Context: an optimization exercise on an open-source flow, tuned for small area, a short achievable clock period and few clock cycles per item. The choices shown serve that exercise and are no tape-out recipe. Function was checked by simulation only, so behaviour that the tests miss may differ from the original. Power figures rest on the tool's default switching activity, not on a simulated workload.

--- design/flow/flow/run.sh ---
#!/bin/bash
# ORFS layout through the standard.sh, with these changes to how it is made:
#  - synthesis: the standard script, but ABC maps the logic with an area
#    script (strash; dch -f; amap), Yosys does not extract half/full adders and
#    inserts no buffers between register outputs and output ports (the port
#    buffers below are still inserted). Registers are mapped before ABC runs,
#    so they are the standard ones;
#  - port buffers are sky130_fd_sc_hd__buf_1 instead of the default delay buffer;
#  - CTS uses sky130_fd_sc_hd__clkbuf_8 and inserts no dummy loads;
#  - timing repair aims for a setup slack margin of 13.3 ns (the SDC is unchanged).
# Each step's full output goes to a log file in this folder.
set -euo pipefail
W=$PWD
rm -rf "$W/scripts_area"
cp -r "$FLOW_HOME/scripts" "$W/scripts_area"
printf 'strash\ndch -f\namap\ntopo\n' > "$W/scripts_area/abc_area.script"
export BUFFER_PORTS_ARGS="-buffer_cell sky130_fd_sc_hd__buf_1"
export CTS_ARGS="-sink_clustering_enable -repair_clock_nets -dont_use_dummy_load -buf_list sky130_fd_sc_hd__clkbuf_8"
export SETUP_SLACK_MARGIN=13.3
bash standard.sh SCRIPTS_DIR="$W/scripts_area" ADDER_MAP_FILE= SYNTH_INSBUF=0 synth > flow_synth.log 2>&1
bash standard.sh > flow_layout.log 2>&1
--- design/flow/config.mk ---
export PLATFORM = sky130hd
export DESIGN_NAME = bcm_encoder
export DESIGN_NICKNAME = bcm_encoder
export VERILOG_FILES = /design/flow/design.v
export SDC_FILE = /design/flow/constraint.sdc
export NUM_CORES = 4
export LEC_CHECK = 0
export ABC_AREA = 1
export CAP_MARGIN = 20
export CORE_MARGIN = 2
export CORE_UTILIZATION = 65
export PLACE_DENSITY = 0.75
export SLEW_MARGIN = 20
--- design/flow/constraint.sdc ---
create_clock -name core_clock -period 18.0 [get_ports {clk}]
set_input_delay 3.6000 -clock core_clock [delete_from_list [all_inputs] [get_ports {clk}]]
set_output_delay 3.6000 -clock core_clock [all_outputs]
set_load 0.01 [all_outputs]
--- design/flow/standard.sh ---
#!/bin/bash
# synth_recipe.tcl (not shown) runs the flow's synth.tcl, then flattens the netlist and writes it again
# the make line also repeats each setting of config.mk as NAME=value (left out here)
make -C /OpenROAD-flow-scripts/flow DESIGN_CONFIG=/design/flow/config.mk WORK_HOME=/design/flow/orfs CLKGATE_MAP_FILE= SYNTH_SCRIPT=/design/flow/synth_recipe.tcl "${@:-finish}"
--- design/flow/design.v ---
module bcm_gamma(v, y);
  input [7:0] v;
  wire [7:0] v;
  output [7:0] y;
  wire [7:0] y;
  wire _0_;
  wire _100_;
  wire _101_;
  wire _102_;
  wire _103_;
  wire _104_;
  wire _105_;
  wire _106_;
  wire _107_;
  wire _108_;
  wire _109_;
  wire _10_;
  wire _110_;
  wire _111_;
  wire _112_;
  wire _113_;
  wire _114_;
  wire _115_;
  wire _116_;
  wire _117_;
  wire _118_;
  wire _119_;
  wire _11_;
  wire _120_;
  wire _121_;
  wire _122_;
  wire _123_;
  wire _124_;
  wire _125_;
  wire _126_;
  wire _127_;
  wire _128_;
  wire _129_;
  wire _12_;
  wire _130_;
  wire _131_;
  wire _132_;
  wire _133_;
  wire _134_;
  wire _135_;
  wire _136_;
  wire _137_;
  wire _138_;
  wire _139_;
  wire _13_;
  wire _140_;
  wire _141_;
  wire _142_;
  wire _143_;
  wire _144_;
  wire _145_;
  wire _146_;
  wire _147_;
  wire _148_;
  wire _149_;
  wire _14_;
  wire _150_;
  wire _151_;
  wire _152_;
  wire _153_;
  wire _154_;
  wire _155_;
  wire _156_;
  wire _157_;
  wire _158_;
  wire _159_;
  wire _15_;
  wire _160_;
  wire _161_;
  wire _162_;
  wire _163_;
  wire _164_;
  wire _165_;
  wire _166_;
  wire _167_;
  wire _168_;
  wire _169_;
  wire _16_;
  wire _170_;
  wire _171_;
  wire _172_;
  wire _173_;
  wire _174_;
  wire _175_;
  wire _176_;
  wire _177_;
  wire _178_;
  wire _179_;
  wire _17_;
  wire _180_;
  wire _181_;
  wire _182_;
  wire _183_;
  wire _184_;
  wire _185_;
  wire _186_;
  wire _187_;
  wire _188_;
  wire _189_;
  wire _18_;
  wire _190_;
  wire _191_;
  wire _192_;
  wire _193_;
  wire _194_;
  wire _195_;
  wire _196_;
  wire _197_;
  wire _198_;
  wire _199_;
  wire _19_;
  wire _1_;
  wire _200_;
  wire _201_;
  wire _202_;
  wire _203_;
  wire _204_;
  wire _205_;
  wire _206_;
  wire _207_;
  wire _208_;
  wire _209_;
  wire _20_;
  wire _210_;
  wire _211_;
  wire _212_;
  wire _213_;
  wire _214_;
  wire _215_;
  wire _216_;
  wire _217_;
  wire _218_;
  wire _219_;
  wire _21_;
  wire _220_;
  wire _221_;
  wire _222_;
  wire _223_;
  wire _224_;
  wire _225_;
  wire _226_;
  wire _227_;
  wire _228_;
  wire _229_;
  wire _22_;
  wire _230_;
  wire _231_;
  wire _232_;
  wire _233_;
  wire _234_;
  wire _235_;
  wire _236_;
  wire _237_;
  wire _238_;
  wire _239_;
  wire _23_;
  wire _240_;
  wire _241_;
  wire _242_;
  wire _243_;
  wire _244_;
  wire _245_;
  wire _246_;
  wire _247_;
  wire _248_;
  wire _249_;
  wire _24_;
  wire _250_;
  wire _251_;
  wire _252_;
  wire _253_;
  wire _254_;
  wire _255_;
  wire _256_;
  wire _257_;
  wire _258_;
  wire _259_;
  wire _25_;
  wire _260_;
  wire _261_;
  wire _262_;
  wire _263_;
  wire _264_;
  wire _265_;
  wire _266_;
  wire _267_;
  wire _268_;
  wire _269_;
  wire _26_;
  wire _270_;
  wire _271_;
  wire _272_;
  wire _273_;
  wire _274_;
  wire _275_;
  wire _276_;
  wire _277_;
  wire _278_;
  wire _279_;
  wire _27_;
  wire _28_;
  wire _29_;
  wire _2_;
  wire _30_;
  wire _31_;
  wire _32_;
  wire _33_;
  wire _34_;
  wire _35_;
  wire _36_;
  wire _37_;
  wire _38_;
  wire _39_;
  wire _3_;
  wire _40_;
  wire _41_;
  wire _42_;
  wire _43_;
  wire _44_;
  wire _45_;
  wire _46_;
  wire _47_;
  wire _48_;
  wire _49_;
  wire _4_;
  wire _50_;
  wire _51_;
  wire _52_;
  wire _53_;
  wire _54_;
  wire _55_;
  wire _56_;
  wire _57_;
  wire _58_;
  wire _59_;
  wire _5_;
  wire _60_;
  wire _61_;
  wire _62_;
  wire _63_;
  wire _64_;
  wire _65_;
  wire _66_;
  wire _67_;
  wire _68_;
  wire _69_;
  wire _6_;
  wire _70_;
  wire _71_;
  wire _72_;
  wire _73_;
  wire _74_;
  wire _75_;
  wire _76_;
  wire _77_;
  wire _78_;
  wire _79_;
  wire _7_;
  wire _80_;
  wire _81_;
  wire _82_;
  wire _83_;
  wire _84_;
  wire _85_;
  wire _86_;
  wire _87_;
  wire _88_;
  wire _89_;
  wire _8_;
  wire _90_;
  wire _91_;
  wire _92_;
  wire _93_;
  wire _94_;
  wire _95_;
  wire _96_;
  wire _97_;
  wire _98_;
  wire _99_;
  wire _9_;
  assign _263_ = 4'h8 >> v[1:0];
  assign _262_ = 4'h1 >> { _263_, v[2] };
  assign _261_ = 4'h2 >> { _262_, v[3] };
  assign _260_ = 4'h2 >> v[6:5];
  assign _259_ = 4'h1 >> v[3:2];
  assign _258_ = 4'h2 >> { _259_, v[4] };
  assign _257_ = 4'h8 >> { _258_, _260_ };
  assign _256_ = 4'h8 >> { _257_, _261_ };
  assign _255_ = 4'h1 >> { v[3], v[4] };
  assign _254_ = 4'h4 >> { _255_, v[5] };
  assign _253_ = 4'h1 >> { _254_, v[6] };
  assign _252_ = 4'h1 >> { _253_, v[5] };
  assign _251_ = 4'h2 >> { _252_, v[7] };
  assign y[6] = 4'h4 >> { _251_, _256_ };
  assign _250_ = 4'h8 >> { _255_, _262_ };
  assign _249_ = 4'h2 >> { _250_, v[5] };
  assign _248_ = 4'h2 >> v[7:6];
  assign _247_ = 4'h8 >> { _248_, _249_ };
  assign _246_ = 4'h1 >> { _259_, v[4] };
  assign _245_ = 4'h2 >> { _261_, v[4] };
  assign _244_ = 4'h1 >> { _245_, _246_ };
  assign _243_ = 4'h2 >> { _244_, v[5] };
  assign _242_ = 4'h2 >> { _243_, _253_ };
  assign _241_ = 4'h8 >> { _263_, v[2] };
  assign _240_ = 4'h8 >> { _241_, v[3] };
  assign _239_ = 4'h1 >> { _240_, v[4] };
  assign _238_ = 4'h1 >> { _239_, v[5] };
  assign _237_ = 4'h4 >> { v[3], v[0] };
  assign _236_ = 4'h2 >> { _237_, v[4] };
  assign _235_ = 4'h1 >> v[1:0];
  assign _234_ = 4'h4 >> { _235_, v[2] };
  assign _233_ = 4'h8 >> { _234_, v[4] };
  assign _232_ = 4'h1 >> { _233_, _236_ };
  assign _231_ = 4'h4 >> v[1:0];
  assign _230_ = 4'h2 >> v[1:0];
  assign _229_ = 4'h4 >> { _230_, v[2] };
  assign _228_ = 4'h2 >> { v[0], v[2] };
  assign _227_ = 4'h1 >> { _228_, v[3] };
  assign _226_ = 4'h4 >> { _227_, _229_ };
  assign _225_ = 4'h4 >> { _226_, _231_ };
  assign _224_ = 4'h1 >> { _225_, _232_ };
  assign _223_ = 4'h4 >> { _259_, v[0] };
  assign _222_ = 4'h2 >> { _223_, v[4] };
  assign _221_ = 4'h2 >> { _222_, v[6] };
  assign _220_ = 4'h4 >> { _221_, _224_ };
  assign _219_ = 4'h4 >> { _220_, _238_ };
  assign _218_ = 4'h2 >> { _219_, v[7] };
  assign _217_ = 4'h4 >> { _218_, _242_ };
  assign y[5] = 4'he >> { _217_, _247_ };
  assign _216_ = 4'h1 >> { _241_, v[3] };
  assign _215_ = 4'h2 >> { _216_, v[4] };
  assign _214_ = 4'h1 >> { _215_, _255_ };
  assign _213_ = 4'h1 >> { _214_, v[5] };
  assign _212_ = 4'h2 >> { _246_, v[5] };
  assign _211_ = 4'h4 >> { _212_, _261_ };
  assign _210_ = 4'h1 >> { _211_, _213_ };
  assign _209_ = 4'h1 >> { _210_, v[6] };
  assign _208_ = 4'h2 >> { _235_, v[2] };
  assign _207_ = 4'h1 >> { _208_, v[3] };
  assign _206_ = 4'h1 >> { _207_, _261_ };
  assign _205_ = 4'h1 >> { _208_, _234_ };
  assign _204_ = 4'h1 >> { v[1], v[2] };
  assign _203_ = 4'h2 >> { _204_, _205_ };
  assign _202_ = 4'h8 >> { _203_, v[3] };
  assign _201_ = 4'h1 >> { _202_, _206_ };
  assign _200_ = 4'h1 >> { _201_, v[4] };
  assign _199_ = 4'h1 >> { _235_, _263_ };
  assign _198_ = 4'h1 >> { _199_, v[4] };
  assign _197_ = 4'h2 >> { _198_, v[3] };
  assign _196_ = 4'h1 >> { _197_, v[5] };
  assign _195_ = 4'h4 >> { _196_, _200_ };
  assign _194_ = 4'h2 >> { _234_, v[3] };
  assign _193_ = 4'h2 >> { _233_, v[5] };
  assign _192_ = 4'h4 >> { _193_, _194_ };
  assign _191_ = 4'h2 >> { _192_, v[6] };
  assign _190_ = 4'h4 >> { _191_, _195_ };
  assign _189_ = 4'h1 >> { _190_, _209_ };
  assign _188_ = 4'h2 >> { _189_, v[7] };
  assign _187_ = 4'h2 >> { _215_, _249_ };
  assign _186_ = 4'h4 >> { _248_, _254_ };
  assign _185_ = 4'h4 >> { _186_, _187_ };
  assign y[4] = 4'he >> { _185_, _188_ };
  assign _184_ = 4'h8 >> { v[1], v[2] };
  assign _183_ = 4'h1 >> { _184_, _262_ };
  assign _182_ = 4'h1 >> { _235_, v[3] };
  assign _181_ = 4'h4 >> { _182_, _183_ };
  assign _180_ = 4'h8 >> { _183_, v[3] };
  assign _179_ = 4'h1 >> { _180_, v[4] };
  assign _178_ = 4'h4 >> { _179_, _181_ };
  assign _177_ = 4'h4 >> { _178_, _234_ };
  assign _176_ = 4'h1 >> { _207_, v[4] };
  assign _175_ = 4'h1 >> { _176_, _177_ };
  assign _174_ = 4'h8 >> { _184_, v[3] };
  assign _173_ = 4'h1 >> { _174_, _175_ };
  assign _172_ = 4'h2 >> { _215_, v[5] };
  assign _171_ = 4'h4 >> { _172_, _173_ };
  assign _170_ = 4'h1 >> { _171_, _213_ };
  assign _169_ = 4'h2 >> { _170_, v[6] };
  assign _168_ = 4'h1 >> { _169_, _257_ };
  assign _167_ = 4'h1 >> { _168_, v[7] };
  assign _166_ = 4'h1 >> { _175_, _205_ };
  assign _165_ = 4'h4 >> { _216_, _262_ };
  assign _164_ = 4'h2 >> { _165_, v[4] };
  assign _163_ = 4'h2 >> { _199_, v[2] };
  assign _162_ = 4'h1 >> { _163_, _229_ };
  assign _161_ = 4'h1 >> { _162_, v[3] };
  assign _160_ = 4'h2 >> { _161_, v[4] };
  assign _159_ = 4'h1 >> { _160_, _164_ };
  assign _158_ = 4'h4 >> { _235_, v[3] };
  assign _157_ = 4'h1 >> { _158_, v[2] };
  assign _156_ = 4'h1 >> { _157_, _159_ };
  assign _155_ = 4'h1 >> { _156_, _166_ };
  assign _154_ = 4'h2 >> { _155_, v[5] };
  assign _153_ = 4'h4 >> { _164_, v[2] };
  assign _152_ = 4'h2 >> { _204_, v[3] };
  assign _151_ = 4'h4 >> { _152_, _241_ };
  assign _150_ = 4'h2 >> { _151_, _176_ };
  assign _149_ = 4'h1 >> { _150_, v[5] };
  assign _148_ = 4'h4 >> { _149_, _153_ };
  assign _147_ = 4'h2 >> { _148_, v[6] };
  assign _146_ = 4'h4 >> { _147_, _154_ };
  assign _145_ = 4'h8 >> { _201_, v[4] };
  assign _144_ = 4'h1 >> { _216_, _255_ };
  assign _143_ = 4'h4 >> { _144_, _145_ };
  assign _142_ = 4'h1 >> { _143_, v[5] };
  assign _141_ = 4'h1 >> { _152_, _259_ };
  assign _140_ = 4'h1 >> { _141_, v[4] };
  assign _139_ = 4'h8 >> { _206_, v[4] };
  assign _138_ = 4'h1 >> { _139_, _140_ };
  assign _137_ = 4'h2 >> { _138_, v[5] };
  assign _136_ = 4'h1 >> { _137_, v[6] };
  assign _135_ = 4'h4 >> { _136_, _142_ };
  assign _134_ = 4'h2 >> { _135_, v[7] };
  assign _133_ = 4'h4 >> { _134_, _146_ };
  assign y[3] = 4'he >> { _133_, _167_ };
  assign _132_ = 4'h4 >> { _162_, _235_ };
  assign _131_ = 4'h2 >> { _132_, v[3] };
  assign _130_ = 4'h4 >> { _199_, v[3] };
  assign _129_ = 4'h2 >> { _130_, v[4] };
  assign _128_ = 4'h4 >> { _129_, _131_ };
  assign _127_ = 4'h4 >> { v[0], v[2] };
  assign _126_ = 4'h1 >> { _127_, _228_ };
  assign _125_ = 4'h8 >> { _126_, v[3] };
  assign _124_ = 4'h1 >> { _125_, _163_ };
  assign _123_ = 4'h4 >> { _124_, _203_ };
  assign _122_ = 4'h1 >> { _123_, v[3] };
  assign _121_ = 4'h4 >> { v[3], v[1] };
  assign _120_ = 4'h1 >> { _121_, _228_ };
  assign _119_ = 4'h4 >> { _120_, _122_ };
  assign _118_ = 4'h2 >> { _119_, v[3] };
  assign _117_ = 4'h8 >> { _199_, v[2] };
  assign _116_ = 4'h2 >> { _117_, _182_ };
  assign _115_ = 4'h2 >> { _116_, v[4] };
  assign _114_ = 4'h4 >> { _115_, _118_ };
  assign _113_ = 4'h1 >> { _114_, _128_ };
  assign _112_ = 4'h1 >> { _113_, _230_ };
  assign _111_ = 4'h8 >> { _125_, _199_ };
  assign _110_ = 4'h1 >> { _111_, v[4] };
  assign _109_ = 4'h4 >> { _110_, _123_ };
  assign _108_ = 4'h1 >> { _109_, _112_ };
  assign _107_ = 4'h2 >> { _108_, v[5] };
  assign _106_ = 4'h1 >> { _122_, v[4] };
  assign _105_ = 4'h4 >> { _106_, _118_ };
  assign _104_ = 4'h8 >> { v[3], v[1] };
  assign _103_ = 4'h2 >> { _104_, _129_ };
  assign _102_ = 4'h4 >> { _103_, _184_ };
  assign _101_ = 4'h1 >> { _102_, v[5] };
  assign _100_ = 4'h4 >> { _101_, _105_ };
  assign _99_ = 4'h2 >> { _100_, v[6] };
  assign _98_ = 4'h4 >> { _99_, _107_ };
  assign _97_ = 4'h4 >> { _203_, _261_ };
  assign _96_ = 4'h2 >> { _203_, v[3] };
  assign _95_ = 4'h2 >> { _96_, v[4] };
  assign _94_ = 4'h4 >> { _95_, _97_ };
  assign _93_ = 4'h1 >> { _116_, v[4] };
  assign _92_ = 4'h4 >> { _93_, _96_ };
  assign _91_ = 4'h2 >> { _92_, v[5] };
  assign _90_ = 4'h4 >> { _91_, _94_ };
  assign _89_ = 4'h4 >> { _164_, _202_ };
  assign _88_ = 4'h1 >> { v[2], v[4] };
  assign _87_ = 4'h1 >> { _88_, v[5] };
  assign _86_ = 4'h4 >> { _87_, _89_ };
  assign _85_ = 4'h1 >> { _86_, v[6] };
  assign _84_ = 4'h4 >> { _85_, _90_ };
  assign _83_ = 4'h1 >> { _84_, _98_ };
  assign _82_ = 4'h2 >> { _83_, v[7] };
  assign _81_ = 4'h2 >> { _184_, _194_ };
  assign _80_ = 4'h1 >> { _81_, _175_ };
  assign _264_ = 4'h8 >> v[3:2];
  assign _265_ = 4'h2 >> { _264_, _164_ };
  assign _266_ = 4'h2 >> { _265_, v[5] };
  assign _267_ = 4'h4 >> { _266_, _80_ };
  assign _268_ = 4'h1 >> { _267_, _142_ };
  assign _269_ = 4'h2 >> { _268_, v[6] };
  assign _270_ = 4'h2 >> { _240_, _258_ };
  assign _271_ = 4'h2 >> { _208_, _255_ };
  assign _272_ = 4'h2 >> { _271_, _260_ };
  assign _273_ = 4'h4 >> { _272_, _270_ };
  assign _274_ = 4'h1 >> { _273_, v[7] };
  assign _275_ = 4'h4 >> { _274_, _269_ };
  assign y[2] = 4'h1 >> { _275_, _82_ };
  assign _276_ = 4'h4 >> { _103_, _119_ };
  assign _277_ = 4'h2 >> { _177_, v[5] };
  assign _278_ = 4'h4 >> { _277_, _276_ };
  assign _279_ = 4'h2 >> { _86_, v[6] };
  assign _0_ = 4'h4 >> { _279_, _278_ };
  assign _1_ = 4'h2 >> { _151_, _258_ };
  assign _2_ = 4'h2 >> { _1_, v[5] };
  assign _3_ = 4'h4 >> { _2_, _200_ };
  assign _4_ = 4'h8 >> { _194_, v[4] };
  assign _5_ = 4'h4 >> { _4_, v[5] };
  assign _6_ = 4'h1 >> { _5_, v[6] };
  assign _7_ = 4'h4 >> { _6_, _3_ };
  assign _8_ = 4'h1 >> { _7_, v[7] };
  assign _9_ = 4'h4 >> { _8_, _0_ };
  assign _10_ = 4'h1 >> { v[1], v[4] };
  assign _11_ = 4'h1 >> { _10_, v[5] };
  assign _12_ = 4'h4 >> { _11_, _128_ };
  assign _13_ = 4'h4 >> { _231_, v[2] };
  assign _14_ = 4'h2 >> { _13_, _162_ };
  assign _15_ = 4'h2 >> { _14_, _222_ };
  assign _16_ = 4'h4 >> { _110_, _161_ };
  assign _17_ = 4'h1 >> { _16_, _15_ };
  assign _18_ = 4'h2 >> { _17_, v[5] };
  assign _19_ = 4'h1 >> { _18_, v[6] };
  assign _20_ = 4'h4 >> { _19_, _12_ };
  assign _21_ = 4'h1 >> { _184_, v[5] };
  assign _22_ = 4'h8 >> { _21_, v[0] };
  assign _23_ = 4'h1 >> { _21_, v[0] };
  assign _24_ = 4'h2 >> { _23_, v[3] };
  assign _25_ = 4'h4 >> { _24_, _22_ };
  assign _26_ = 4'h1 >> { _226_, v[4] };
  assign _27_ = 4'h4 >> { _26_, _25_ };
  assign _28_ = 4'h1 >> { v[1], v[5] };
  assign _29_ = 4'h2 >> { _28_, _126_ };
  assign _30_ = 4'h2 >> { _29_, _182_ };
  assign _31_ = 4'h2 >> { _30_, _236_ };
  assign _32_ = 4'h2 >> { _31_, v[6] };
  assign _33_ = 4'h4 >> { _32_, _27_ };
  assign _34_ = 4'h2 >> { _33_, v[7] };
  assign _35_ = 4'h4 >> { _34_, _20_ };
  assign y[1] = 4'he >> { _35_, _9_ };
  assign _36_ = 4'h2 >> { _128_, _160_ };
  assign _37_ = 4'h1 >> { _116_, v[1] };
  assign _38_ = 4'h1 >> { _37_, v[4] };
  assign _39_ = 4'h1 >> { _38_, v[5] };
  assign _40_ = 4'h4 >> { _39_, _36_ };
  assign _41_ = 4'h8 >> { _126_, _182_ };
  assign _42_ = 4'h2 >> { _41_, _124_ };
  assign _43_ = 4'h1 >> { _42_, v[4] };
  assign _44_ = 4'h2 >> { _224_, v[5] };
  assign _45_ = 4'h4 >> { _44_, _43_ };
  assign _46_ = 4'h1 >> { _45_, _40_ };
  assign _47_ = 4'h2 >> { _46_, v[6] };
  assign _48_ = 4'h2 >> { _166_, v[5] };
  assign _49_ = 4'h4 >> { _48_, _114_ };
  assign _50_ = 4'h2 >> { _4_, _238_ };
  assign _51_ = 4'h1 >> { _50_, v[6] };
  assign _52_ = 4'h4 >> { _51_, _49_ };
  assign _53_ = 4'h1 >> { _52_, _47_ };
  assign _54_ = 4'h1 >> { _53_, v[7] };
  assign _55_ = 4'h2 >> { _230_, v[3] };
  assign _56_ = 4'h8 >> { _55_, _14_ };
  assign _57_ = 4'h1 >> { _41_, v[4] };
  assign _58_ = 4'h4 >> { _57_, _56_ };
  assign _59_ = 4'h1 >> { _58_, v[6] };
  assign _60_ = 4'h4 >> { _59_, _112_ };
  assign _61_ = 4'h2 >> { _145_, v[6] };
  assign _62_ = 4'h8 >> { _61_, _175_ };
  assign _63_ = 4'h2 >> { _62_, v[5] };
  assign _64_ = 4'h4 >> { _63_, _60_ };
  assign _65_ = 4'h1 >> { _94_, _139_ };
  assign _66_ = 4'h1 >> { _65_, _183_ };
  assign _67_ = 4'h2 >> { _178_, v[6] };
  assign _68_ = 4'h4 >> { _67_, _66_ };
  assign _69_ = 4'h8 >> { _216_, v[0] };
  assign _70_ = 4'h2 >> { _125_, v[4] };
  assign _71_ = 4'h4 >> { _70_, _69_ };
  assign _72_ = 4'h4 >> { v[0], v[4] };
  assign _73_ = 4'h1 >> { _72_, v[6] };
  assign _74_ = 4'h4 >> { _73_, _71_ };
  assign _75_ = 4'h1 >> { _74_, v[5] };
  assign _76_ = 4'h4 >> { _75_, _68_ };
  assign _77_ = 4'h2 >> { _76_, v[7] };
  assign _78_ = 4'h4 >> { _77_, _64_ };
  assign y[0] = 4'h1 >> { _78_, _54_ };
  assign _79_ = 4'h1 >> { _256_, v[6] };
  assign y[7] = 4'h2 >> { _79_, v[7] };
endmodule
module bcm_lidx(p, y);
  input [6:0] p;
  wire [6:0] p;
  output [7:0] y;
  wire [7:0] y;
  wire _0_;
  wire _10_;
  wire _11_;
  wire _12_;
  wire _13_;
  wire _14_;
  wire _15_;
  wire _16_;
  wire _17_;
  wire _18_;
  wire _19_;
  wire _1_;
  wire _20_;
  wire _21_;
  wire _22_;
  wire _23_;
  wire _24_;
  wire _25_;
  wire _26_;
  wire _27_;
  wire _28_;
  wire _29_;
  wire _2_;
  wire _30_;
  wire _31_;
  wire _32_;
  wire _33_;
  wire _34_;
  wire _35_;
  wire _36_;
  wire _37_;
  wire _38_;
  wire _39_;
  wire _3_;
  wire _40_;
  wire _41_;
  wire _42_;
  wire _43_;
  wire _44_;
  wire _45_;
  wire _46_;
  wire _47_;
  wire _48_;
  wire _49_;
  wire _4_;
  wire _50_;
  wire _51_;
  wire _52_;
  wire _53_;
  wire _54_;
  wire _55_;
  wire _56_;
  wire _57_;
  wire _58_;
  wire _59_;
  wire _5_;
  wire _60_;
  wire _61_;
  wire _62_;
  wire _63_;
  wire _64_;
  wire _65_;
  wire _66_;
  wire _67_;
  wire _68_;
  wire _69_;
  wire _6_;
  wire _70_;
  wire _71_;
  wire _72_;
  wire _73_;
  wire _74_;
  wire _75_;
  wire _76_;
  wire _77_;
  wire _78_;
  wire _79_;
  wire _7_;
  wire _80_;
  wire _81_;
  wire _8_;
  wire _9_;
  assign _49_ = 4'h4 >> { _50_, _59_ };
  assign _48_ = 4'h2 >> { _49_, p[6] };
  assign _47_ = 4'h8 >> { _48_, p[5] };
  assign _46_ = 4'h4 >> { _66_, p[2] };
  assign _45_ = 4'h2 >> { _46_, p[4] };
  assign _44_ = 4'h8 >> { _45_, _49_ };
  assign _43_ = 4'h2 >> { _45_, p[5] };
  assign _42_ = 4'h1 >> { _43_, _48_ };
  assign _41_ = 4'h4 >> { _42_, _44_ };
  assign y[6] = 4'h1 >> { _41_, _47_ };
  assign _40_ = 4'h8 >> { _45_, p[5] };
  assign _39_ = 4'h1 >> { _40_, p[6] };
  assign _38_ = 4'h8 >> { _39_, _49_ };
  assign _37_ = 4'h1 >> { _39_, _49_ };
  assign y[5] = 4'h1 >> { _37_, _38_ };
  assign _36_ = 4'h4 >> { y[6], p[0] };
  assign _35_ = 4'h1 >> { _52_, p[4] };
  assign _34_ = 4'h4 >> { p[1], p[2] };
  assign _33_ = 4'h4 >> { _34_, _35_ };
  assign _32_ = 4'h4 >> { _33_, _36_ };
  assign _31_ = 4'h2 >> { _64_, p[0] };
  assign _30_ = 4'h2 >> { _31_, p[2] };
  assign _29_ = 4'h4 >> { _30_, _66_ };
  assign _28_ = 4'h4 >> { _64_, p[0] };
  assign _27_ = 4'h4 >> { _28_, p[5] };
  assign _26_ = 4'h1 >> { _27_, _46_ };
  assign _25_ = 4'h4 >> { _26_, _29_ };
  assign _24_ = 4'h1 >> { _25_, p[5] };
  assign _23_ = 4'h4 >> { _56_, p[6] };
  assign _22_ = 4'h1 >> { _23_, _35_ };
  assign _21_ = 4'h4 >> { _22_, _24_ };
  assign _20_ = 4'h1 >> { _21_, _32_ };
  assign _19_ = 4'h4 >> { _20_, _55_ };
  assign _18_ = 4'h1 >> { p[3], p[5] };
  assign _17_ = 4'h1 >> { _18_, _52_ };
  assign _16_ = 4'h8 >> { p[1], p[2] };
  assign _15_ = 4'h1 >> { _16_, _17_ };
  assign _14_ = 4'h1 >> { _15_, _54_ };
  assign _13_ = 4'h8 >> { _14_, _19_ };
  assign _12_ = 4'h8 >> p[6:5];
  assign _11_ = 4'h1 >> { _12_, _14_ };
  assign _10_ = 4'h4 >> { _11_, _19_ };
  assign y[4] = 4'he >> { _10_, _13_ };
  assign _9_ = 4'h8 >> { _55_, _66_ };
  assign _8_ = 4'h1 >> { _25_, p[4] };
  assign _7_ = 4'h1 >> { _8_, _9_ };
  assign y[3] = 4'h8 >> { _7_, _20_ };
  assign _6_ = 4'h8 >> { _30_, _65_ };
  assign _5_ = 4'h2 >> { _32_, _61_ };
  assign _4_ = 4'h1 >> { _65_, p[2] };
  assign _3_ = 4'h1 >> { _4_, _31_ };
  assign _2_ = 4'h4 >> { _3_, _28_ };
  assign _1_ = 4'h8 >> { _2_, p[4] };
  assign _0_ = 4'h4 >> { _31_, p[2] };
  assign _81_ = 4'h1 >> { _0_, p[5] };
  assign _80_ = 4'h4 >> { _81_, _1_ };
  assign _79_ = 4'h4 >> { _80_, _5_ };
  assign _78_ = 4'h2 >> { p[3], p[1] };
  assign _77_ = 4'h2 >> { _78_, p[4] };
  assign _76_ = 4'h1 >> { _77_, _2_ };
  assign _75_ = 4'h1 >> { _76_, _1_ };
  assign _74_ = 4'h8 >> { _46_, p[0] };
  assign _73_ = 4'h2 >> { _74_, p[5] };
  assign _72_ = 4'h4 >> { _73_, _75_ };
  assign _71_ = 4'h1 >> { _72_, _79_ };
  assign _70_ = 4'h1 >> { _71_, _6_ };
  assign y[2] = 4'h1 >> { _70_, _47_ };
  assign y[7] = 4'h1 >> { _39_, _47_ };
  assign _69_ = 4'h1 >> { p[6], p[3] };
  assign _68_ = 4'h8 >> { _69_, _67_ };
  assign y[0] = 4'h2 >> { _68_, y[7] };
  assign _67_ = 4'h1 >> { p[0], p[2] };
  assign _66_ = 4'h1 >> { p[3], p[1] };
  assign _65_ = 4'h8 >> { p[3], p[1] };
  assign _64_ = 4'h1 >> { _65_, _66_ };
  assign _63_ = 4'h2 >> { _64_, _67_ };
  assign _62_ = 4'h1 >> { _66_, _67_ };
  assign _61_ = 4'h1 >> { _62_, _63_ };
  assign _60_ = 4'h2 >> { _61_, p[3] };
  assign _59_ = 4'h2 >> { _60_, p[4] };
  assign _58_ = 4'h2 >> { p[1], p[2] };
  assign _57_ = 4'h4 >> { _58_, p[0] };
  assign _56_ = 4'h2 >> { _57_, p[5] };
  assign _55_ = 4'h8 >> { _56_, p[2] };
  assign _54_ = 4'h8 >> p[3:2];
  assign _53_ = 4'h4 >> { _54_, p[4] };
  assign _52_ = 4'h8 >> { p[3], p[5] };
  assign _51_ = 4'h1 >> { _52_, _53_ };
  assign _50_ = 4'h4 >> { _51_, _55_ };
  assign y[1] = y[0];
endmodule
module bcm_encoder (
    input  wire        clk,
    input  wire        rst,
    input  wire        cmd_valid,
    output wire        cmd_ready,
    input  wire [1:0]  cmd_op,
    input  wire [2:0]  cmd_t,
    input  wire [1:0]  cmd_mode,
    input  wire [5:0]  cmd_x,
    input  wire [3:0]  cmd_row,
    input  wire [23:0] cmd_top,
    input  wire [23:0] cmd_bot,
    input  wire [31:0] cmd_val,
    output wire        wr_valid,
    input  wire        wr_ready,
    output wire [12:0] wr_addr,
    output wire [15:0] wr_data,
    output wire        rsp_valid,
    output wire [7:0]  rsp_data
);
    localparam [1:0] OP_ENCODE = 2'd0;
    localparam [1:0] OP_SETBRIGHT = 2'd1;
    localparam [1:0] OP_GETBRIGHT = 2'd2;
    reg [6:0] percent;
    reg [6:0] duty;
    reg       rsp_q;
    reg [47:0] c_ring;      
    reg [2:0]  c_ph;        
    reg        c_done;      
    reg        c_free;      
    reg        c_busy;      
    reg        c_set;       
    reg [1:0]  c_mode;
    reg [2:0]  c_t;
    reg [5:0]  c_x;
    reg [3:0]  c_row;
    reg [47:0] o_ch;        
    reg        o_valid;
    reg [2:0]  o_j;
    reg [3:0]  o_row;
    reg [5:1]  o_x;
    reg        o_x0n;       
    reg [2:0]  o_s;         
    reg [3:0]  o_a;         
    reg        o_lat;
    reg        o_oe;
    wire take = cmd_valid && c_free;
    wire o_last = o_valid && (o_j == 3'd7);
    wire o_adv  = !o_valid || wr_ready;
    wire o_load = !o_valid || (o_j == 3'd7);
    wire o_free = !o_valid || (o_j == 3'd7);
    wire aligned = (c_ph == 3'd0);
    wire c_gam = (c_mode != 2'd0) && !c_set;
    wire mv_rdy = c_busy && !c_set && aligned && (c_done || !c_gam);
    wire move  = mv_rdy && o_adv && o_load;
    wire apply = c_busy && c_set && aligned && c_done && o_free;
    wire [7:0] val_in = cmd_val[31] ? 8'd0 : {(|cmd_val[30:7]), cmd_val[6:0]};
    wire [47:0] ring_in = {cmd_bot[7:0], cmd_bot[15:8], cmd_bot[23:16],
                           cmd_top[7:0], cmd_top[15:8],
                           (cmd_op == OP_SETBRIGHT) ? val_in : cmd_top[23:16]};
    wire [6:0] s_pct = (c_ring[7] || c_ring[6:0] > 7'd100) ? 7'd100 : c_ring[6:0];
    wire [7:0] s_idx;
    bcm_lidx u_lidx (.p(s_pct), .y(s_idx));
    wire       s_first = c_busy && c_set && (c_ph == 3'd0) && !c_done;
    wire [7:0] gam_out;
    bcm_gamma u_gam (.v(c_ring[7:0]), .y(gam_out));
    wire [7:0] rot_in = s_first ? s_idx : (c_gam && !c_done) ? gam_out : c_ring[7:0];
    wire [6:0] s_lin = {1'b0, c_ring[7:2]} + {6'd0, (c_ring[1:0] != 2'd0)};
    wire [6:0] s_cb  = {1'b0, gam_out[7:2]} + {6'd0, gam_out[1]};
    wire [6:0] duty_new = (c_mode == 2'd0) ? s_lin :
                          (c_mode == 2'd2 && percent != 7'd0 && s_cb == 7'd0) ? 7'd1 : s_cb;
    wire        oe_m = (c_x == 6'd0) || (c_x == 6'd63) || ({1'b0, c_x} >= duty);
    wire [6:0]  oe_thr = (o_s != 3'd0) ? (duty >> o_s) : duty;  
    wire [5:0]  o_xf = {o_x, ~o_x0n};
    wire        oe_n = (o_xf == 6'd0) || o_lat || ({1'b0, o_xf} >= oe_thr);
    always @(posedge clk) begin
        if (!c_busy) begin
            c_ring <= ring_in;
            c_ph <= 3'd0;
            c_done <= 1'b0;
        end else begin
            c_ring <= {rot_in, c_ring[47:8]};
            c_ph <= (c_ph >= 3'd5) ? 3'd0 : c_ph + 3'd1;
            if (c_ph == 3'd5)
                c_done <= 1'b1;
        end
        if (!c_busy) begin
            c_set <= (cmd_op == OP_SETBRIGHT);
            c_mode <= cmd_mode;
            c_t <= cmd_t;
            c_x <= cmd_x;
            c_row <= cmd_row;
        end
        if (o_adv) begin
            if (o_load) begin
                o_ch <= c_ring;
                o_row <= c_row;
                o_x <= c_x[5:1];
                o_x0n <= ~c_x[0];
                o_s <= c_t;
                o_a <= c_row - 4'd1;
                o_lat <= (c_x == 6'd63);
                o_oe <= oe_m;
                o_j <= 3'd0;
            end else begin
                o_ch <= {c_ring[47], o_ch[47:41], c_ring[39], o_ch[39:33], c_ring[31], o_ch[31:25],
                         c_ring[23], o_ch[23:17], c_ring[15], o_ch[15:9], c_ring[7], o_ch[7:1]};
                o_a <= o_row;
                if (o_s != 3'd0)
                    o_s <= o_s - 3'd1;
                o_oe <= oe_n;
                o_j <= o_j + 3'd1;
            end
        end
        if (s_first)
            percent <= s_pct;
        if (apply)
            duty <= duty_new;
        if (rst) begin
            c_free <= 1'b1;
            c_busy <= 1'b0;
            o_valid <= 1'b0;
            rsp_q <= 1'b0;
            percent <= 7'd100;
            duty <= 7'd64;
        end else begin
            if (take && (cmd_op == OP_ENCODE || cmd_op == OP_SETBRIGHT)) begin
                c_free <= 1'b0;
                c_busy <= 1'b1;
            end else if (move || apply) begin
                c_free <= 1'b1;
                c_busy <= 1'b0;
            end
            if (o_adv && o_load)
                o_valid <= mv_rdy;
            rsp_q <= take && (cmd_op == OP_SETBRIGHT || cmd_op == OP_GETBRIGHT);
        end
    end
    assign cmd_ready = c_free;
    assign wr_valid = o_valid;
    assign wr_addr = {o_row, o_j, o_x, o_x0n};
    assign wr_data = {4'b0000, o_a, o_oe, o_lat,
                      o_ch[40], o_ch[32], o_ch[24], o_ch[16], o_ch[8], o_ch[0]};
    assign rsp_valid = rsp_q;
    assign rsp_data = {1'b0, percent};
endmodule
==> results of run 1 <==
power groups by stage:
stage | Clock, W | Combinational (W) | Sequential [W]
4_1_cts | 0.000189 | 0.000204 | 0.000461
3_3_place_gp | 0 | 0.000196 | 0.000464
3_5_place_dp | 0 | 0.000200 | 0.000468
6_report | 0.000190 | 0.000216 | 0.000463
5_1_grt | 0.000203 | 0.000233 | 0.000467
2_1_floorplan | 0 | 0.000134 | 0.000462
Yosys cell counts (4+ instances only):
library cell  instances  area (um^2)
a211oi_1              6         45.0
a21oi_1              62          310
a221oi_1              9         78.8
a22oi_1               9         67.6
a31oi_1              13         81.3
clkinv_1             64          240
dfxtp_1              70         1400
edfxtp_1             86         2580
nand2_1              37          139
nand3_1               9         45.0
nor2_1              141          529
nor3_1               22          110
nor4_1               12         75.1
o211ai_1              4         30.0
o21a_1                4         30.0
o21ai_0              54          270
o221a_1               6         67.6
o221ai_1              5         43.8
o22a_1               64          561
o22ai_1              16          100
o32a_1                8         80.1
or2_0                10         62.6
or3_1                 4         25.0
metrics by stage:
stage	utilization, %	hold WS (ns)	instance area (um^2)	std cells	power (W)
finish	77.1	0.435	8390	1059	0.000869
global route	77.1	0.444	8390	1059	0.000903
CTS	76.3	0.435	8310	1054	0.000854
detailed placement	73.9	0.415	8050	1036	0.000668
global placement	73.9	0.416	8050	1036	0.000660
floorplan	-	0.409	7310	756	0.000596
what timing repair did:
item	in CTS	in global routing
endpoints found under the setup margin	12	16
gates resized for setup	11	9
pin swaps	1	0
setup buffers	1	4
layout by cell type (no fill, tap or decap), drive strengths merged, types with 5 or more instances in the layout:
cell type / count
clkbuf: 17
a211oi: 6
edfxtp: 86
nor4: 12
clkinv: 59
a21oi: 62
dfxtp: 70
o22a: 64
o21ai: 54
nor2: 141
nor3: 22
o22ai: 16
o221ai: 5
a31oi: 13
o221a: 6
or2: 10
a221oi: 9
nand3: 9
o32a: 8
a22oi: 9
buf: 146
nand2: 37
conb: 5
cell families (layout without fill, tap and decap cells):
kind of cell | Yosys count | after routing | synth area share, %
AO/OA/AOI/OAI | 288 | 288 | 27.7
AND/OR/NAND/NOR | 243 | 243 | 14.3
flip-flops | 156 | 156 | 54.7
buffers and inverters | 64 | 227 | 3.30
other | 1 | 5 | 0.0515
sequential cells by signal (all words and copies together) (netlist names):
register	cells
o_ch	48
o_j	3
o_row	4
c_ring	48
percent	7
c_t	3
c_x	6
c_free	1
o_a	4
c_done	1
o_oe	1
duty	7
c_set	1
c_ph	3
o_x	5
c_busy	1
o_lat	1
rsp_q	1
o_s	3
o_x0n	1
o_valid	1
c_row	4
c_mode	2
worst max-delay path, cell delays in order (launching register included):
cell      delay (ns)
dfxtp_1         0.44
inv_4           0.23
nor2_1          0.10
nor2_1          0.31
clkinv_1        0.18
o21ai_0         0.38
clkinv_1        0.14
a21oi_1         0.17
nor2_1          0.09
o21ai_0         0.31
clkinv_1        0.10
o21ai_0         0.16
a31oi_1         0.13
o21ai_1         0.33
nor2_1          0.13
o21ai_0         0.25
nand3_1         0.13
nor3_1          0.23
nand2_1         0.08
nor4_1          0.29
o21ai_0         0.12
a21oi_1         0.15
a21oi_1         0.06
nor2_1          0.08
final timing paths:
path	from	endpoint	slack [ns]	cells past startpoint
setup / recovery	c_ring[1]$_DFF_P_	duty[0]$_SDFFE_PP0P_	13.33	23
hold / removal	c_ring[31]$_DFF_P_	o_ch[31]$_DFFE_PN_	0.44	0
setup reg to reg	c_ring[1]$_DFF_P_	duty[0]$_SDFFE_PP0P_	13.33	23
hold reg to reg	c_ring[31]$_DFF_P_	o_ch[31]$_DFFE_PN_	0.44	0
metal layers:
| layer | wire length (um) | global-route usage (%) | part of all wire (%) | up-vias |
|---|---|---|---|---|
| met4 | 826 | 17.5 | 3.7 | 0 |
| met1 | 8460 | 46.0 | 38 | 3324 |
| met5 | 0 | 0 | 0 | - |
| li1 | - | - | - | 3220 |
| met3 | 2530 | 7.47 | 11 | 102 |
| met2 | 10500 | 60.2 | 47 | 589 |
layout make-up:
class                   count  area, um^2  share of cell area, %
flip-flops and latches    156        3990                   47.5
clock buffers              17         234                   2.79
well taps                 140         175                   2.09
inverters                  64         262                   3.12
repair buffers            146         602                   7.17
multi-input cells         536        3130                   37.3
==> impl_metrics.toml, run 1 <==
[status]
outcome = "finished clean"

[grt]
grt.overflow.total = 0
grt_max_degree = 67
grt_usage_pct = 36.5
grt_pass1_vias = 6788
antenna_found_initial = 0
grt_pass1_wl_um = 33400

[synth]
ys_seq_area_share_pct = 54.7
async_flop_share_pct = 0
syn-cell-area_um2 = 7280
synth_seq_cells = 156
ys_types = 45
avgSynthCellArea_um2 = 9.69
synthCells = 752
synth_enable_flop_cells = 86
yosysWarnings = 1
synth_ff_type = "edfxtp_1"

[timing]
rsz0062_at_grt = "yes"
slew_violations = 0
final.setup_skew_ns = 0.0287
finalCriticalPeriod_ns = 4.67
hold_violations = 0
fin_crit_sh_pct = 26.0
setup_slack_ns = 13.33
clock.fmax_mhz = 214
worstMarginPinSlew_ns = 1.04
setup_violations = 0
fin_setup_tns_ns = 0
slew_headroom_pct = 31.0

[cts]
cts_tree = "done"
insertion_delay_ns = 0.45
ctsHoldBuffers = 0
htreeDepth = 4
clkTransAtPathRegs_ns = 0.08
cts_buffers = 17
clock_sinks = 156
clk_path_buf_depth = 2
root_buffer = "clkbuf_8"

[floorplan]
core_area_um2 = 10900
fp.dieH_um = 110
initial_core_util_pct = 66.9
die_x_um = 110
rows = 38
dieArea_um2 = 12100
ioPinCount = 141

[power]
power_density_nw_per_um2 = 104
clkPwrFrac_pct = 21.9
p_seq_share_pct = 53.3
p_leak_nw = 2.89
power.internal_w = 0.000589
power_frac_comb_pct = 24.8
p_switching_w = 0.000280
sw_frac_of_total_pct = 32.2
vdd_drop_max_v = 0.0000841

[placement]
hpwlAfterDp_um = 15000
place_ws_ns = 12.30
gp_congestion = 0.930
portBuffers = 135

[route]
first_pass_iters = 8
drc = 0
wirelength_um = 22300
ant_nets = 0
wl_per_cell_um = 21.1
num_vias = 7235
drtIter0Drc = 1212
via_per_inst = 6.83

[final_layout]
fillers = 693
antenna_cells = 0
nNetsFinal = 1022
area_growth_pct = 15.2
layout-drive-gt1-share_pct = 5.22

[setup_path]
end_kind = "flop"
crit_path_max_fanout = 13
cp.arrival_ns = 5.04
required_ns = 18.37
path_class = "flop to flop"
startpoint_type = "flop"

[worst_hold_path]
min_path_type = "flop to flop"

[flow_run]
maxCapViolCount = 0
Testbench counts, summed over its fixed seeds: cycles 131,262, items 16,384.
==> inputs of run 2 (changes only) <==
--- a/design/flow/config.mk
+++ b/design/flow/config.mk
@@ -10,4 +10,4 @@
 export CORE_MARGIN = 2
-export CORE_UTILIZATION = 65
-export PLACE_DENSITY = 0.75
+export CORE_UTILIZATION = 72
+export PLACE_DENSITY = 0.82
 export SLEW_MARGIN = 20
==> impl_metrics.toml, run 2 <==
[grt]
grt_pass1_vias = 6988
grt_pass1_wl_um = 34900
grt_max_degree = 67
grt.overflow.total = 0
grt_usage_pct = 40.7
antenna_found_initial = 0

[power]
p_seq_share_pct = 53.0
vdd_drop_max_v = 0.0000852
p_leak_nw = 2.89
clkPwrFrac_pct = 22.4
sw_frac_of_total_pct = 33.1
power.internal_w = 0.000589
power_density_nw_per_um2 = 105
p_switching_w = 0.000292
power_frac_comb_pct = 24.6

[placement]
place_ws_ns = 12.37
hpwlAfterDp_um = 15100
gp_congestion = 1.03
placed_area_um2 = 8020
placedCellCount = 1027
portBuffers = 135

[timing]
fin_setup_tns_ns = 0
fin_crit_sh_pct = 26.0
clock.fmax_mhz = 213
rsz0062_at_grt = "yes"
slew_headroom_pct = 29.0
worstMarginPinSlew_ns = 1.06
finalCriticalPeriod_ns = 4.69
final.setup_skew_ns = 0.0479
setup_violations = 0
hold_violations = 0
slew_violations = 0
setup_slack_ns = 13.31

[cts]
clkTransAtPathRegs_ns = 0.11
htreeDepth = 4
insertion_delay_ns = 0.48
root_buffer = "clkbuf_8"
clock_sinks = 156
cts_buffers = 17
ctsHoldBuffers = 0
cts_tree = "done"
clk_path_buf_depth = 2

[setup_path]
startpoint_type = "flop"
worst-path-buf-inv = 1
slowest_stage = "edfxtp_1"
required_ns = 14.40
cp_top_family = "flip-flops"
crit_path_max_fanout = 3
slowest_delay_ns = 0.47
path_class = "flop to output pin"
path_cells = "buf_1"
cp.arrival_ns = 1.09
end_kind = "output pin"

[synth]
synth_ff_type = "edfxtp_1"
synth_area_leader_cell = "edfxtp_1"
avgSynthCellArea_um2 = 9.69
ys_types = 45
synth_area_leaders = "edfxtp_1, dfxtp_1, o22a_1"
synth.most_common_cell = "nor2_1"
synth_top_area_share_pct = 35.5
synth_enable_flop_cells = 86
synth_commonest_cells = "nor2_1, edfxtp_1, dfxtp_1, clkinv_1, o22a_1"
yosysWarnings = 1
synth_seq_cells = 156
syn-cell-area_um2 = 7280
ys_seq_area_share_pct = 54.7
synthCells = 752
async_flop_share_pct = 0

[floorplan]
dieArea_um2 = 10900
ioPinCount = 141
rows = 36
die_x_um = 105
initial_core_util_pct = 74.5
fp.dieH_um = 105
core_area_um2 = 9770

[worst_hold_path]
min_path_type = "flop to flop"

[final_layout]
final_cell_mix = "nor2_1, buf_1, edfxtp_1"
fillers = 517
fin_area_um2 = 8380
seqCellArea_um2 = 3990
antenna_cells = 0
layout-drive-gt1-share_pct = 5.45
multi_input_area_um2 = 3140
area_growth_pct = 15.1
fin_cells = 1051
postLayoutCoreUtil_pct = 85.7
final_common_cell = "nor2_1"
nNetsFinal = 1021
reg.largest.list = "c_ring (48), o_ch (48)"

[route]
ant_nets = 0
num_vias = 7521
via_per_inst = 7.16
wl_per_cell_um = 21.9
drtIter0Drc = 1018
wirelength_um = 23000
drc = 0
first_pass_iters = 7

[status]
outcome = "finished clean"

[flow_run]
maxCapViolCount = 0
-- run 2: cell counts after synthesis --
Identical to the previous run, type by type.
-- run 2: path summary, 6_finish.rpt --
path,start,cells past startpoint,slack (ns),endpoint
min reg2reg,c_ring[12]$_DFF_P_,2,0.45,c_ring[4]$_DFF_P_
max,o_j[2]$_SDFFCE_PN0N_,1,13.31,wr_addr[8]
max reg2reg,c_ring[0]$_DFF_P_,18,13.39,c_ring[42]$_DFF_P_
min,c_ring[12]$_DFF_P_,2,0.45,c_ring[4]$_DFF_P_
-- run 2: power groups by stage --
| stage | clock network (W) | registers, W | logic [W] |
|---|---|---|---|
| CTS | 0.000193 | 0.000463 | 0.000200 |
| detailed placement | 0 | 0.000470 | 0.000197 |
| global route | 0.000207 | 0.000470 | 0.000232 |
| floorplan | 0 | 0.000462 | 0.000134 |
| global placement | 0 | 0.000466 | 0.000187 |
| finish | 0.000197 | 0.000468 | 0.000217 |
-- run 2: worst reg2reg max path, stage by stage (launching register included) --
cell and delay (ns):
dfxtp_1 0.44, nor2_1 0.24, clkinv_1 0.26, nor2_1 0.20
nand2_1 0.07, a41o_1 0.34, nor2_2 0.22, clkinv_1 0.17
o32ai_1 0.40, a21oi_1 0.15, a2111oi_2 0.34, clkinv_1 0.23
a221oi_2 0.32, o2111a_1 0.24, nor2_1 0.06, o41ai_2 0.29
o31a_1 0.21, nor2_1 0.05, o32a_1 0.28
-- run 2: area by class of cell --
| type | count | area share (%) |
|---|---|---|
| Tap cell | 133 | 1.99 |
| Multi-Input combinational cell | 536 | 37.5 |
| Clock buffer | 17 | 2.79 |
| Timing Repair inverter | 1 | 0.0597 |
| Sequential cell | 156 | 47.6 |
| Inverter | 64 | 3.11 |
| Timing Repair Buffer | 144 | 7.00 |
-- run 2: through the flow --
step           power [W]  hold slack, ns
2_1_floorplan   0.000596           0.409
3_3_place_gp    0.000653           0.416
3_5_place_dp    0.000667           0.424
4_1_cts         0.000857           0.440
5_1_grt         0.000909           0.458
6_report        0.000882           0.445
-- run 2: cells by family after synthesis --
| family | count (synthesis) | share of synthesized area, % |
|---|---|---|
| AOI/OAI and AO/OA | 288 | 27.7 |
| DFF | 156 | 54.7 |
| other | 1 | 0.0515 |
| and+or+nand+nor | 243 | 14.3 |
| buffers and inverters | 64 | 3.30 |
-- run 2: layer usage --
layer / global-route usage, % / part of all wire (%) / vias to the layer above
met2: 68.3 / 48 / 706
li1: - / - / 3225
met1: 49.5 / 34 / 3413
met4: 20.2 / 5.7 / 0
met5: 0 / 0 / -
met3: 9.54 / 12 / 177
-- run 2: repair_timing --
item                                    in CTS  in global routing
resized for setup                           11                 12
endpoints found under the setup margin      59                 13
buffers inserted                             0                  5
cloned                                       0                  1
pin swaps                                    0                  1
==> inputs of run 3 (changes only) <==
--- a/design/flow/flow/run.sh
+++ b/design/flow/flow/run.sh
@@ -9,3 +9,3 @@
 #  - CTS uses sky130_fd_sc_hd__clkbuf_8 and inserts no dummy loads;
-#  - timing repair aims for a setup slack margin of 13.3 ns (the SDC is unchanged).
+#  - timing repair aims for a setup slack margin of 13.45 ns (the SDC is unchanged).
 # Each step's full output goes to a log file in this folder.
@@ -18,3 +18,3 @@
 export CTS_ARGS="-sink_clustering_enable -repair_clock_nets -dont_use_dummy_load -buf_list sky130_fd_sc_hd__clkbuf_8"
-export SETUP_SLACK_MARGIN=13.3
+export SETUP_SLACK_MARGIN=13.45
 bash standard.sh SCRIPTS_DIR="$W/scripts_area" ADDER_MAP_FILE= SYNTH_INSBUF=0 synth > flow_synth.log 2>&1
--- a/design/flow/config.mk
+++ b/design/flow/config.mk
@@ -10,4 +10,4 @@
 export CORE_MARGIN = 2
-export CORE_UTILIZATION = 72
-export PLACE_DENSITY = 0.82
+export CORE_UTILIZATION = 65
+export PLACE_DENSITY = 0.75
 export SLEW_MARGIN = 20
==> impl_metrics.toml, run 3 <==
[cts]
clk_path_buf_depth = 2
htreeDepth = 4
insertion_delay_ns = 0.48
ctsHoldBuffers = 0
cts_buffers = 17
clkTransAtPathRegs_ns = 0.10
clock_sinks = 156
cts_tree = "done"
root_buffer = "clkbuf_8"

[final_layout]
reg.largest.list = "c_ring (48), o_ch (48)"
area_growth_pct = 18.7
layout-drive-gt1-share_pct = 12.2
final_common_cell = "nor2_1"
nNetsFinal = 1045
final_cell_mix = "nor2_1, buf_1, edfxtp_1"
antenna_cells = 0

[floorplan]
rows = 38
core_area_um2 = 10900
initial_core_util_pct = 66.9
fp.dieH_um = 110
dieArea_um2 = 12100
die_x_um = 110
ioPinCount = 141

[setup_path]
cp.arrival_ns = 1.09
worstReg2RegStart = "c_ring[0]$_DFF_P_"
slowest_stage = "edfxtp_1"
end_kind = "output pin"
path_class = "flop to output pin"
startpoint_type = "flop"
r2r_slack_ns = 13.44
r2r_end = "duty[0]$_SDFFE_PP0P_"
r2r_cells = 22
cp_top_family = "flip-flops"
required_ns = 14.40
slowest_delay_ns = 0.45
worst-path-buf-inv = 1
crit_start = "o_oe$_DFFE_PN_"
path_cells = "clkbuf_2"
crit_path_max_fanout = 1

[timing]
final.setup_skew_ns = 0.0333
fin_setup_tns_ns = 0
hold_violations = 0
slew_headroom_pct = 31.6
slew_violations = 0
worstMarginPinSlew_ns = 1.03
finalCriticalPeriod_ns = 4.69
clock.fmax_mhz = 213
rsz0062_at_grt = "yes"
fin_crit_sh_pct = 26.1
setup_violations = 0

[synth]
synth_top_area_share_pct = 35.5
avgSynthCellArea_um2 = 9.69
synth_area_leaders = "edfxtp_1, dfxtp_1, o22a_1"
synth_ff_type = "edfxtp_1"
syn-cell-area_um2 = 7280
synth_area_leader_cell = "edfxtp_1"
synth.most_common_cell = "nor2_1"
yosysWarnings = 1
synth_commonest_cells = "nor2_1, edfxtp_1, dfxtp_1, clkinv_1, o22a_1"
async_flop_share_pct = 0
ys_seq_area_share_pct = 54.7
ys_types = 45
synth_seq_cells = 156
synthCells = 752
synth_enable_flop_cells = 86

[route]
num_vias = 7833
ant_nets = 0
wirelength_um = 26200
first_pass_iters = 9
wl_per_cell_um = 24.2
drtIter0Drc = 1378
drc = 0
via_per_inst = 7.24

[grt]
grt_max_degree = 67
antenna_found_initial = 0
grt_pass1_vias = 7072
grt_pass1_wl_um = 36300
grt_usage_pct = 40.2
grt.overflow.total = 0

[power]
finalPower_w = 0.000909
vdd_drop_max_v = 0.0000911
power_density_nw_per_um2 = 105
p_leak_nw = 3.13

[worst_hold_path]
min_path_type = "flop to flop"
hp-start = "c_ring[23]$_DFF_P_"
hold_depth = 0
hold-path-endpoint = "o_ch[23]$_DFFE_PN_"

[placement]
portBuffers = 135
gp_congestion = 0.988
hpwlAfterDp_um = 15400

[flow_run]
maxCapViolCount = 0

[status]
outcome = "finished clean"
run 3: changes by cell type in the layout (fill, tap and decap cells not counted), moves of 7 or more:
| cell | delta |
|---|---|
| buf_1 | -34 |
| buf_4 | +26 |
| clkbuf_2 | +25 |
| dfxtp_1 | -8 |
| dfxtp_2 | +8 |
| buf_6 | +7 |
run 3: logic make-up after synthesis:
kind of cell	synth area share (%)
AND/OR/NAND/NOR	14.3
flip-flops	54.7
other	0.0515
buffers and inverters	3.30
AO/OA/AOI/OAI	27.7
run 3: layout make-up:
type	instances	area (um^2)
clock buffers	17	234
fillers	627	2240
inverters	64	258
multi-input cells	536	3130
flip-flops and latches	156	4000
well taps	140	175
repair buffers	169	848
run 3: per-layer routing:
layer	part of all wire, %	wire, um	global-route usage, %	vias up
met5	0	0	2.23	-
met4	7.7	2010	22.8	0
met3	13	3540	12.4	212
met2	46	12000	64.2	811
met1	33	8690	48.0	3545
li1	-	-	-	3265
run 3: what timing repair did:
item | 4_1_cts | 5_1_grt
setup endpoints to repair | 107 | 50
pin swaps | 1 | 1
gates resized for setup | 35 | 40
buffers inserted | 18 | 11
run 3: worst max-delay path by stage:
stage / cells past startpoint / slack [ns] / endpoint
finish: 1 / 13.31 / wr_data[7]
global placement: 9 / 12.51 / c_busy$_SDFFE_PP0P_
detailed placement: 9 / 12.41 / c_busy$_SDFFE_PP0P_
CTS: 1 / 13.37 / wr_addr[8]
global route: 23 / 13.29 / duty[0]$_SDFFE_PP0P_
floorplan: 8 / 12.96 / c_busy$_SDFFE_PP0P_
run 3: where the power goes:
part / switching (W) / internal [W] / total [W] / leakage (nW)
Sequential: 0.0000390 / 0.000427 / 0.000466 / 1.49
Combinational: 0.000151 / 0.0000874 / 0.000238 / 1.52
Clock: 0.000121 / 0.0000834 / 0.000205 / 0.122
Total: 0.000311 / 0.000598 / 0.000909 / 3.13
run 3: per-stage QoR:
step | hold slack (ns) | instance area, um^2 | instances | util, % | worst slack (ns)
2_1_floorplan | 0.409 | 7320 | 756 | - | 12.96
3_3_place_gp | 0.415 | 8050 | 1036 | 73.9 | 12.51
3_5_place_dp | 0.429 | 8050 | 1036 | 73.9 | 12.41
4_1_cts | 0.446 | 8500 | 1071 | 78.0 | 13.37
5_1_grt | 0.456 | 8650 | 1082 | 79.4 | 13.29
6_report | 0.443 | 8650 | 1082 | 79.4 | 13.31

[afterwards: timing with drivers on the ports]
How much do the figures lean on ideal ports? The routed layouts below were timed once more, with nothing changed but the port constraints. Step 1, drivers: a clkbuf_16 drives clk and a buf_2 each remaining input, both assumed. Step 2 also shifts input and output timing later by t, the mid clock arrival at the registers, as if the neighbouring blocks saw the same clock. Three values: ideal ports, drivers, drivers and shift; two values: the first two.
run | t, ns | setup slack, ns | worst register clock-pin slew, ns | worst data-port slew with drivers (ns) | cell pins on the clock port's net
run 1 | 0.470 | 13.327 / 13.322 / 12.938 | 0.08 / 0.08 | 0.05 | 1
run 2 | 0.494 | 13.314 / 13.281 / 12.978 | 0.11 / 0.11 | 0.06 | 1
run 3 | 0.500 | 13.310 / 13.270 / 12.892 | 0.10 / 0.10 | 0.05 | 1
After both steps every run listed still meets setup and hold. For run 3, which loses most, drivers alone change the setup slack by -0.040 ns; drivers and shift together by -0.418 ns.
